From an optimization exercise on the open Yosys and OpenROAD flow, aimed at a short achievable clock period and few clock cycles; shortcuts taken in it are not production practice.
Function was checked by simulation only, so behaviour that the tests miss may differ from the original.
No activity file was given, so power comes from the tool's default toggle rates.

==> design/flow/config.mk <==
export PLATFORM = sky130hd
export DESIGN_NAME = iris_core
export DESIGN_NICKNAME = iris_core
export VERILOG_FILES = /design/flow/design.v
export SDC_FILE = /design/flow/constraint.sdc
export NUM_CORES = 4
export LEC_CHECK = 0
export CAP_MARGIN = 20
export CORE_MARGIN = 2
export CORE_UTILIZATION = 40
export PLACE_DENSITY = 0.6
export SLEW_MARGIN = 20
==> design/flow/constraint.sdc <==
create_clock -name core_clock -period 10.0 [get_ports {clk}]
set_input_delay 2.0000 -clock core_clock [delete_from_list [all_inputs] [get_ports {clk}]]
set_output_delay 2.0000 -clock core_clock [all_outputs]
set_load 0.01 [all_outputs]
==> design/flow/design.v <==
module iris_core (
    input  wire        clk,
    input  wire        rst,         
    input  wire        cmd_valid,
    output wire        cmd_ready,
    input  wire [39:0] cmd,
    output reg         rsp_valid,
    output reg  [39:0] rsp
);
    localparam [31:0] CAP_MAX  = 32'd16;
    localparam [31:0] DATA_MAX = 32'd16;
    localparam [31:0] HDR_MAX  = 32'd8;
    localparam [7:0]  TERM     = 8'h01;
    localparam [7:0] OP_RB_CREATE   = 8'h01;
    localparam [7:0] OP_RB_PUSH     = 8'h02;
    localparam [7:0] OP_RB_POP      = 8'h03;
    localparam [7:0] OP_SNAP_BIND   = 8'h10;
    localparam [7:0] OP_SNAP_UNBIND = 8'h11;
    localparam [7:0] OP_SNAP_WR     = 8'h12;
    localparam [7:0] OP_HDR_BIND    = 8'h14;
    localparam [7:0] OP_HDR_UNBIND  = 8'h15;
    localparam [7:0] OP_HDR_WR      = 8'h16;
    localparam [7:0] OP_OUT_RD      = 8'h18;
    localparam [7:0] OP_LPS_RD      = 8'h19;
    localparam [7:0] OP_PM_LPS      = 8'h20;
    localparam [7:0] OP_PM_MATCH    = 8'h21;
    localparam [7:0] OP_ROT         = 8'h22;
    localparam [7:0] OP_VALIDATE    = 8'h23;
    localparam [7:0] OP_SYNC        = 8'h24;
    localparam [7:0] OP_REG_RD      = 8'h30;
    localparam [7:0] ST_OK               = 8'h00;
    localparam [7:0] ST_FULL             = 8'h01;
    localparam [7:0] ST_EMPTY            = 8'h02;
    localparam [7:0] ST_ALLOC_FAIL       = 8'h03;
    localparam [7:0] ST_VALID            = 8'h10;
    localparam [7:0] ST_HEADER_NOT_FOUND = 8'h11;
    localparam [7:0] ST_PAYLOAD_INVALID  = 8'h12;
    localparam [7:0] ST_NULL_OR_EMPTY    = 8'h13;
    localparam [7:0] ST_EMPTY_HEADER     = 8'h14;
    localparam [7:0] ST_NO_BUFFER        = 8'h20;
    localparam [7:0] ST_BAD_ARG          = 8'h21;
    localparam [7:0] ST_ILLEGAL_CMD      = 8'h22;
    localparam [7:0] ST_NOT_READY        = 8'h23;
    localparam [2:0] FS_START     = 3'd0;
    localparam [2:0] FS_REJECTED  = 3'd1;
    localparam [2:0] FS_NOT_FOUND = 3'd2;
    localparam [2:0] FS_VALID     = 3'd5;
    localparam [2:0] FS_INVALID   = 3'd6;
    localparam [2:0] S_IDLE = 3'd0;
    localparam [2:0] S_LPS  = 3'd1;    
    localparam [2:0] S_SCAN = 3'd2;    
    localparam [2:0] S_MOD  = 3'd3;    
    localparam [2:0] S_ROT  = 3'd4;    
    localparam [2:0] S_VAL  = 3'd5;    
    localparam [1:0] K_PM_LPS   = 2'd0;
    localparam [1:0] K_PM_MATCH = 2'd1;
    localparam [1:0] K_ROT      = 2'd2;
    localparam [1:0] K_SYNC     = 2'd3;
    reg        rb_valid;
    reg [4:0]  capacity;
    reg [3:0]  head;
    reg [3:0]  tail;
    reg [7:0]  storage [0:15];
    reg        snap_present;
    reg [4:0]  data_len;
    reg [7:0]  snap [0:15];
    reg        hdr_present;
    reg [3:0]  hdr_len;
    reg [7:0]  hdr [0:7];
    reg [2:0]  fs_state;
    reg [3:0]  lps_len;
    reg [2:0]  lps [0:7];
    reg        hp_valid;
    reg [3:0]  header_pos;
    reg [4:0]  out_len;
    reg [7:0]  out [0:15];
    reg [2:0]  state;
    reg [1:0]  kind;
    reg [3:0]  k;           
    reg [2:0]  plen;        
    reg [5:0]  si;          
    reg [3:0]  sidx;        
    reg [3:0]  sj;          
    reg [31:0] modval;      
    reg [5:0]  modcnt;      
    reg [4:0]  rem;         
    reg [3:0]  rc;          
    reg [3:0]  rs;          
    reg [3:0]  rpos;        
    assign cmd_ready = (state == S_IDLE);
    wire [7:0]  op     = cmd[39:32];
    wire [31:0] arg    = cmd[31:0];
    wire [23:0] idx    = cmd[31:8];
    wire [7:0]  abyte  = cmd[7:0];
    wire fmt_n_ok = (arg == 32'd0);
    wire fmt_b_ok = (arg[31:8] == 24'd0);
    wire fmt_i_ok = (arg[7:0] == 8'd0);
    reg legal;
    always @(*) begin
        case (op)
            OP_RB_CREATE, OP_SNAP_BIND, OP_SNAP_WR, OP_HDR_BIND, OP_HDR_WR, OP_ROT:
                legal = 1'b1;
            OP_RB_PUSH, OP_REG_RD:
                legal = fmt_b_ok;
            OP_OUT_RD, OP_LPS_RD:
                legal = fmt_i_ok;
            OP_RB_POP, OP_SNAP_UNBIND, OP_HDR_UNBIND, OP_PM_LPS, OP_PM_MATCH,
            OP_VALIDATE, OP_SYNC:
                legal = fmt_n_ok;
            default:
                legal = 1'b0;
        endcase
    end
    wire [3:0] head_next = ({1'b0, head} + 5'd1 == capacity) ? 4'd0 : head + 4'd1;
    wire [3:0] tail_next = ({1'b0, tail} + 5'd1 == capacity) ? 4'd0 : tail + 4'd1;
    wire       rb_empty  = rb_valid && (head == tail);
    wire       rb_full   = rb_valid && (head_next == tail);
    reg        reg_ok;
    reg [31:0] reg_val;
    always @(*) begin
        reg_ok  = 1'b1;
        reg_val = 32'd0;
        case (abyte)
            8'h00: reg_val = {29'd0, rb_full, rb_empty, rb_valid};
            8'h01: reg_val = {27'd0, capacity};
            8'h02: reg_val = {28'd0, head};
            8'h03: reg_val = {28'd0, tail};
            8'h04: reg_val = {31'd0, snap_present};
            8'h05: reg_val = {27'd0, data_len};
            8'h06: reg_val = {31'd0, hdr_present};
            8'h07: reg_val = {28'd0, hdr_len};
            8'h08: reg_val = {28'd0, lps_len};
            8'h09: reg_val = {31'd0, hp_valid};
            8'h0A: reg_val = {28'd0, header_pos};
            8'h0B: reg_val = {27'd0, out_len};
            8'h0C: reg_val = {29'd0, fs_state};
            8'h10: reg_val = CAP_MAX;
            8'h11: reg_val = DATA_MAX;
            8'h12: reg_val = HDR_MAX;
            8'h13: reg_val = {24'd0, TERM};
            default: reg_ok = 1'b0;
        endcase
    end
    wire [1:0] pfx_c    = (hdr_len >= 4'd3) ? 2'd3 : hdr_len[1:0];
    wire       pfx_ok   = (pfx_c < 2'd1 || out[0] == hdr[0]) &&
                          (pfx_c < 2'd2 || out[1] == hdr[1]) &&
                          (pfx_c < 2'd3 || out[2] == hdr[2]);
    wire [3:0] out_last = out_len[3:0] - 4'd1;
    wire       term_ok  = (out[out_last] == TERM);
    wire       check_ok = (out_len >= {3'd0, pfx_c}) && pfx_ok && term_ok;
    wire [3:0] m = hdr_len;
    wire [4:0] n = data_len;
    wire       lps_eq   = (hdr[k[2:0]] == hdr[plen]);
    wire       scan_eq  = (hdr[sj[2:0]] == snap[sidx]);
    wire [3:0] sidx_inc = ({1'b0, sidx} + 5'd1 == n) ? 4'd0 : sidx + 4'd1;
    wire [5:0] si_inc   = si + 6'd1;
    wire [5:0] mstart   = si_inc - {2'd0, m};              
    wire [5:0] mstart_r = (mstart >= {1'b0, n}) ? mstart - {1'b0, n} : mstart;
    wire [5:0] rem_sh   = {rem, modval[31]};
    wire [5:0] rem_sub  = rem_sh - {1'b0, n};
    wire [4:0] rem_next = (rem_sh >= {1'b0, n}) ? rem_sub[4:0] : rem_sh[4:0];
    wire [3:0] rs_inc   = ({1'b0, rs} + 5'd1 == n) ? 4'd0 : rs + 4'd1;
    wire accept = cmd_valid && cmd_ready;
    always @(posedge clk) begin
        if (!rst && accept && legal) begin
            if (op == OP_RB_PUSH && rb_valid && head_next != tail)
                storage[head] <= abyte;
            if (op == OP_SNAP_WR && idx < DATA_MAX[23:0])
                snap[idx[3:0]] <= abyte;
            if (op == OP_HDR_WR && idx < HDR_MAX[23:0])
                hdr[idx[2:0]] <= abyte;
            if (op == OP_PM_LPS || op == OP_PM_MATCH || op == OP_SYNC)
                lps[0] <= 3'd0;
        end
        if (!rst && state == S_LPS && k < m) begin
            if (lps_eq)
                lps[k[2:0]] <= plen + 3'd1;
            else if (plen == 3'd0)
                lps[k[2:0]] <= 3'd0;
        end
        if (!rst && state == S_ROT)
            out[rc] <= snap[rs];
    end
    task respond(input [7:0] st, input [31:0] rd);
        begin
            rsp_valid <= 1'b1;
            rsp       <= {st, rd};
        end
    endtask
    always @(posedge clk) begin
        if (rst) begin
            rb_valid     <= 1'b0;
            capacity     <= 5'd0;
            head         <= 4'd0;
            tail         <= 4'd0;
            snap_present <= 1'b0;
            data_len     <= 5'd0;
            hdr_present  <= 1'b0;
            hdr_len      <= 4'd0;
            fs_state     <= FS_START;
            lps_len      <= 4'd0;
            hp_valid     <= 1'b0;
            header_pos   <= 4'd0;
            out_len      <= 5'd0;
            state        <= S_IDLE;
            kind         <= K_PM_LPS;
            k            <= 4'd0;
            plen         <= 3'd0;
            si           <= 6'd0;
            sidx         <= 4'd0;
            sj           <= 4'd0;
            modval       <= 32'd0;
            modcnt       <= 6'd0;
            rem          <= 5'd0;
            rc           <= 4'd0;
            rs           <= 4'd0;
            rpos         <= 4'd0;
            rsp_valid    <= 1'b0;
            rsp          <= 40'd0;
        end else begin
            rsp_valid <= 1'b0;
            case (state)
            S_IDLE: if (accept) begin
                if (!legal) begin
                    respond(ST_ILLEGAL_CMD, 32'd0);
                end else begin
                    case (op)
                    OP_RB_CREATE: begin
                        head <= 4'd0;
                        tail <= 4'd0;
                        if (arg == 32'd0 || arg > CAP_MAX) begin
                            rb_valid <= 1'b0;
                            capacity <= 5'd0;
                            respond(ST_ALLOC_FAIL, 32'd0);
                        end else begin
                            rb_valid <= 1'b1;
                            capacity <= arg[4:0];
                            respond(ST_OK, 32'd0);
                        end
                    end
                    OP_RB_PUSH: begin
                        if (!rb_valid)
                            respond(ST_NO_BUFFER, 32'd0);
                        else if (head_next == tail)
                            respond(ST_FULL, 32'd0);
                        else begin
                            head <= head_next;
                            respond(ST_OK, 32'd0);
                        end
                    end
                    OP_RB_POP: begin
                        if (!rb_valid)
                            respond(ST_NO_BUFFER, 32'd0);
                        else if (head == tail)
                            respond(ST_EMPTY, 32'd0);
                        else begin
                            tail <= tail_next;
                            respond(ST_OK, {24'd0, storage[tail]});
                        end
                    end
                    OP_SNAP_BIND: begin
                        if (arg > DATA_MAX)
                            respond(ST_BAD_ARG, 32'd0);
                        else begin
                            snap_present <= 1'b1;
                            data_len     <= arg[4:0];
                            respond(ST_OK, 32'd0);
                        end
                    end
                    OP_SNAP_UNBIND: begin
                        snap_present <= 1'b0;
                        data_len     <= 5'd0;
                        respond(ST_OK, 32'd0);
                    end
                    OP_SNAP_WR: begin
                        if (idx >= DATA_MAX[23:0])
                            respond(ST_BAD_ARG, 32'd0);
                        else
                            respond(ST_OK, 32'd0);
                    end
                    OP_HDR_BIND: begin
                        if (arg > HDR_MAX)
                            respond(ST_BAD_ARG, 32'd0);
                        else begin
                            hdr_present <= 1'b1;
                            hdr_len     <= arg[3:0];
                            respond(ST_OK, 32'd0);
                        end
                    end
                    OP_HDR_UNBIND: begin
                        hdr_present <= 1'b0;
                        hdr_len     <= 4'd0;
                        respond(ST_OK, 32'd0);
                    end
                    OP_HDR_WR: begin
                        if (idx >= HDR_MAX[23:0])
                            respond(ST_BAD_ARG, 32'd0);
                        else
                            respond(ST_OK, 32'd0);
                    end
                    OP_OUT_RD: begin
                        if (idx >= {19'd0, out_len})
                            respond(ST_BAD_ARG, 32'd0);
                        else
                            respond(ST_OK, {24'd0, out[idx[3:0]]});
                    end
                    OP_LPS_RD: begin
                        if (idx >= {20'd0, lps_len})
                            respond(ST_BAD_ARG, 32'd0);
                        else
                            respond(ST_OK, {29'd0, lps[idx[2:0]]});
                    end
                    OP_REG_RD: begin
                        if (!reg_ok)
                            respond(ST_BAD_ARG, 32'd0);
                        else
                            respond(ST_OK, reg_val);
                    end
                    OP_PM_LPS: begin
                        lps_len <= 4'd0;
                        if (!hdr_present)
                            respond(ST_NULL_OR_EMPTY, 32'd0);
                        else if (hdr_len == 4'd0)
                            respond(ST_EMPTY_HEADER, 32'd0);
                        else begin
                            kind  <= K_PM_LPS;
                            k     <= 4'd1;
                            plen  <= 3'd0;
                            state <= S_LPS;
                        end
                    end
                    OP_PM_MATCH, OP_SYNC: begin
                        lps_len    <= 4'd0;
                        hp_valid   <= 1'b0;
                        header_pos <= 4'd0;
                        if (op == OP_SYNC) begin
                            out_len  <= 5'd0;
                            fs_state <= FS_START;
                        end
                        if (!snap_present || !hdr_present || data_len == 5'd0) begin
                            if (op == OP_SYNC)
                                fs_state <= FS_REJECTED;
                            respond(ST_NULL_OR_EMPTY, 32'd0);
                        end else if (hdr_len == 4'd0) begin
                            if (op == OP_SYNC)
                                fs_state <= FS_REJECTED;
                            respond(ST_EMPTY_HEADER, 32'd0);
                        end else begin
                            kind  <= (op == OP_SYNC) ? K_SYNC : K_PM_MATCH;
                            k     <= 4'd1;
                            plen  <= 3'd0;
                            state <= S_LPS;
                        end
                    end
                    OP_ROT: begin
                        out_len <= 5'd0;
                        if (!snap_present || data_len == 5'd0)
                            respond(ST_NULL_OR_EMPTY, 32'd0);
                        else begin
                            kind   <= K_ROT;
                            modval <= arg;
                            modcnt <= 6'd32;
                            rem    <= 5'd0;
                            state  <= S_MOD;
                        end
                    end
                    OP_VALIDATE: begin
                        if (!hdr_present)
                            respond(ST_NULL_OR_EMPTY, 32'd0);
                        else if (hdr_len == 4'd0)
                            respond(ST_EMPTY_HEADER, 32'd0);
                        else if (out_len == 5'd0)
                            respond(ST_NOT_READY, 32'd0);
                        else if (check_ok)
                            respond(ST_VALID, 32'd0);
                        else
                            respond(ST_PAYLOAD_INVALID, 32'd0);
                    end
                    default: respond(ST_ILLEGAL_CMD, 32'd0);
                    endcase
                end
            end
            S_LPS: begin
                if (k < m) begin
                    if (lps_eq) begin
                        plen <= plen + 3'd1;
                        k    <= k + 4'd1;
                    end else if (plen != 3'd0) begin
                        plen <= lps[plen - 3'd1];
                    end else begin
                        k    <= k + 4'd1;
                    end
                end else begin
                    lps_len <= m;
                    if (kind == K_PM_LPS) begin
                        state <= S_IDLE;
                        respond(ST_OK, 32'd0);
                    end else if ({1'b0, m} > n) begin
                        if (kind == K_SYNC)
                            fs_state <= FS_NOT_FOUND;
                        state <= S_IDLE;
                        respond(ST_HEADER_NOT_FOUND, 32'd0);
                    end else begin
                        si    <= 6'd0;
                        sidx  <= 4'd0;
                        sj    <= 4'd0;
                        state <= S_SCAN;
                    end
                end
            end
            S_SCAN: begin
                if (si < {n, 1'b0}) begin
                    if (scan_eq) begin
                        si   <= si_inc;
                        sidx <= sidx_inc;
                        sj   <= sj + 4'd1;
                        if (sj + 4'd1 == m) begin
                            hp_valid   <= 1'b1;
                            header_pos <= mstart_r[3:0];
                            if (kind == K_SYNC) begin
                                rpos  <= mstart_r[3:0];
                                rc    <= 4'd0;
                                rs    <= mstart_r[3:0];
                                state <= S_ROT;
                            end else begin
                                state <= S_IDLE;
                                respond(ST_OK, {28'd0, mstart_r[3:0]});
                            end
                        end
                    end else if (sj != 4'd0) begin
                        sj <= {1'b0, lps[sj[2:0] - 3'd1]};
                    end else begin
                        si   <= si_inc;
                        sidx <= sidx_inc;
                    end
                end else begin
                    if (kind == K_SYNC)
                        fs_state <= FS_NOT_FOUND;
                    state <= S_IDLE;
                    respond(ST_HEADER_NOT_FOUND, 32'd0);
                end
            end
            S_MOD: begin
                if (modcnt != 6'd0) begin
                    rem    <= rem_next;
                    modval <= {modval[30:0], 1'b0};
                    modcnt <= modcnt - 6'd1;
                end else begin
                    rpos  <= rem[3:0];
                    rc    <= 4'd0;
                    rs    <= rem[3:0];
                    state <= S_ROT;
                end
            end
            S_ROT: begin
                rc <= rc + 4'd1;
                rs <= rs_inc;
                if ({1'b0, rc} + 5'd1 == n) begin
                    out_len <= n;
                    if (kind == K_SYNC) begin
                        state <= S_VAL;
                    end else begin
                        state <= S_IDLE;
                        respond(ST_OK, 32'd0);
                    end
                end
            end
            S_VAL: begin
                state <= S_IDLE;
                if (check_ok) begin
                    fs_state <= FS_VALID;
                    respond(ST_VALID, {28'd0, rpos});
                end else begin
                    fs_state <= FS_INVALID;
                    respond(ST_PAYLOAD_INVALID, {28'd0, rpos});
                end
            end
            default: state <= S_IDLE;
            endcase
        end
    end
endmodule
==> design/flow/run.sh <==
#!/bin/bash
# synth_recipe.tcl (not shown) runs the flow's synth.tcl, then flattens the netlist and writes it again
# the make line also repeats each setting of config.mk as NAME=value (left out here)
make -C /OpenROAD-flow-scripts/flow DESIGN_CONFIG=/design/flow/config.mk WORK_HOME=/design/flow/orfs CLKGATE_MAP_FILE= SYNTH_SCRIPT=/design/flow/synth_recipe.tcl finish
==> notes.md <==
## synth_stat cells (18+ instances only)
library cell / count
and3_1: 21
xnor2_1: 61
and2_1: 48
edfxtp_1: 472
o21ai_0: 68
nor2b_1: 38
or3_1: 18
mux4_2: 211
a21oi_1: 113
nand2_1: 173
mux2i_1: 56
buf_2: 23
inv_1: 51
a22oi_1: 23
nand2b_1: 23
nand3_1: 71
dfxtp_1: 185
nand4_1: 25
xor2_1: 23
a311oi_1: 42
clkbuf_1: 104
nor3_1: 49
nor2_1: 163
buf_1: 22
ha_1: 57
a211oi_1: 24
nor4_1: 28
## stage by stage
stage                     util [%]  instances
after floorplan                  -       2482
after global placement        42.7       3503
after detailed placement      42.7       3503
after CTS                     46.0       3637
after global routing          46.0       3638
final                         46.0       3638
## state kept, by name (all words and copies together) (netlist names), 24 cells and up, named ones only
name     count
snap       128
out        128
lps         24
hdr         64
storage    128
rsp         40
modval      32
## power breakdown
group	internal (mW)	switching, mW
sequential	2.90	0.00310
combinational	0.0509	0.112
clock	1.76	1.16
## how the worst min path moves through the flow
stage / end / slack (ns) / startpoint / depth (start not counted)
floorplan: fs_state[1] / 0.44 / fs_state[1] / 2
global placement: rsp[14] / 0.45 / rsp[14] / 1
detailed placement: rsp[38] / 0.44 / rsp[38] / 1
CTS: rsp[23] / 0.46 / rsp[23] / 1
global route: rsp[8] / 0.48 / rsp[8] / 1
finish: rsp[23] / 0.46 / rsp[23] / 1
## critical path: stages
cell             delay, ns
clkdlybuf4s50_1       0.43
nor4_1                0.57
nand4_1               0.46
nor2_1                0.61
o211ai_1              0.40
a21o_1                0.53
nor4b_2               0.46
nand2_1               0.45
nor2_1                0.68
## cell families after synthesis
kind of cell    after synthesis  share of synthesized area [%]
xor+xnor                     85                           2.32
buf+inv                     211                           2.63
compound gates              450                           9.64
simple gates                742                           11.7
fa+ha+maj                    61                           2.40
flops                       657                           54.7
mux                         276                           16.6
## layout make-up
type | instances | area, um^2 | area share (%)
clock buffer | 91 | 2000 | 5.38
multi-input combinational | 1614 | 14000 | 37.7
sequential | 657 | 17900 | 48.2
tap | 1060 | 1330 | 3.57
timing repair buffer | 122 | 1070 | 2.89
clock inverter | 43 | 648 | 1.75
inverter | 51 | 191 | 0.516
## layer usage
layer	GRT usage, %	vias up	wire [um]
met1	31.5	11600	40500
met5	0	-	0
met4	10.4	0	4490
met3	4.24	195	8120
li1	-	9846	-
met2	36.8	1101	46200
==> impl_metrics.yaml <==
cts:
  clock_latency_ns: 0.63
  numCtsBuffers: 72
  clock_path_buffers: 3
  ctsHoldBuffers: 0
  cts_tree: "yes"
  clock_sinks: 657
  cts_max_level: 3
  post-cts-setup-buffer-count: 0
  clkTransAtPathRegs_ns: 0.06
  ctsResizeCount: 0
  cts_root_buf: "clkbuf_16"
place:
  globalplace.congestion: 1.01
  hpwl_um: 69400
  pre_cts_ws_ns: 2.98
  placed_area_um2: 34400
  port_buffers: 84
worst_setup_path:
  reg2reg_slack_ns: 5.37
  cp.arrival_ns: 6.60
  crit_start: "cmd[17]"
  critPathMaxFanout: 19
  crit_type: "input pin to register"
  r2r_cells: 9
  worstSetupStartpointType: "input pin"
  worst-endpoint-required_ns: 10.25
  worstSetupEndpointType: "register"
  crit_end: "snap[2][5]"
layout:
  final_common_cell: "edfxtp_1"
  synthToLayoutAreaGrowth_pct: 13.6
  nFillCells: 7114
  n_antenna_cell: 0
  drive_gt1_share_pct: 16.4
  layout.nets: 2621
  stdcell_area_um2: 37100
  layout_common_cells: "472 x edfxtp_1, 211 x mux4_2, 179 x dfxtp_1"
route:
  first_pass_iters: 6
  ant_nets: 0
  drt-initial-drc-count: 2463
  viasPerCell: 6.24
  drc: 0
  wl_per_cell_um: 27.3
  num_vias: 22700
  totalWireLength_um: 99300
pwr:
  power.total_mw: 5.99
  p_leak_nw: 11.6
  power_density_nw_per_um2: 161
  vdd_drop_max_uv: 121
sta:
  grt_setup_unrepaired: "false"
  min_period_ns: 6.34
  setup_violations: 0
  final.period_utilization_pct: 63.4
  worstMarginPinSlew_ns: 1.08
  fin_skew_ns: 0.0232
  relSlewSlack_pct: 28.2
  slew_violations: 0
  hold_viol_final: 0
  tns_ns: 0
  fmax_mhz: 158
  fin_hold_ws_ns: 0.461
  setup_slack_ns: 3.66
global_routing:
  gr-usage-all-layers_pct: 23.3
  grt_pass1_wl_um: 147000
  grt_pass1_vias: 22200
  grt_max_degree: 84
  grt_remaining_overflow: 0
  antenna_found_initial: 1
floorplanning:
  io_pins: 85
  die_h_um: 290
  row_count: 104
  core-area_um2: 80700
  fp.dieW_um: 290
  die_area_um2: 84000
  start_util_pct: 40.5
yosys:
  yosys_warnings: 1
  synth_flop_cell: "edfxtp_1"
  ys_seq_elements: 657
  synth_edf_count: 472
  synth_area_leaders: "edfxtp_1 43%, mux4_2 15%, dfxtp_1 11%"
  synthArstFlopShare_pct: 0
  syn_area_per_cell_um2: 13.2
  syn-num-nets: 2585
  synth_area_leader_cell: "edfxtp_1"
  synthCells: 2482
  synth.cell_area_um2: 32700
  synth_top_area_share_pct: 43.4
  synth_cell_types: 94
  yosysSeqAreaShare_pct: 54.7
hold_path:
  hold_class: "register to register"
flow_run:
  drv_cap: 0
outcome:
  run_status: "timing/DRC/antenna clean"
Testbench counts, summed over its fixed seeds: cycles 16,781.

==> re-timing with driven ports <==
Ports are ideal in the flow. The routed layout listed here was re-timed in OpenROAD.
Step 1 (the two cells are an assumption about what drives the block):
set clk [get_ports {clk}]
set_driving_cell -lib_cell sky130_fd_sc_hd__clkbuf_16 $clk
set_driving_cell -lib_cell sky130_fd_sc_hd__buf_2 [delete_from_list [all_inputs] $clk]
Step 2 moves the port delays by t, midway between the first and last clock arrival at a register: inputs arrive t later, outputs are due t later. That takes back most of the time a late clock gives input paths.
a / b / c = ideal / step 1 / step 2; a / b = the first two.
t, ns: 0.687
setup WS [ns]: 3.657 / 3.697 / 3.010
hold slack, ns: 0.461 / 0.461 / 0.461
After both steps setup and hold are still met in this run. For this run, drivers alone change the setup slack by +0.040 ns; drivers and shift together by -0.647 ns.
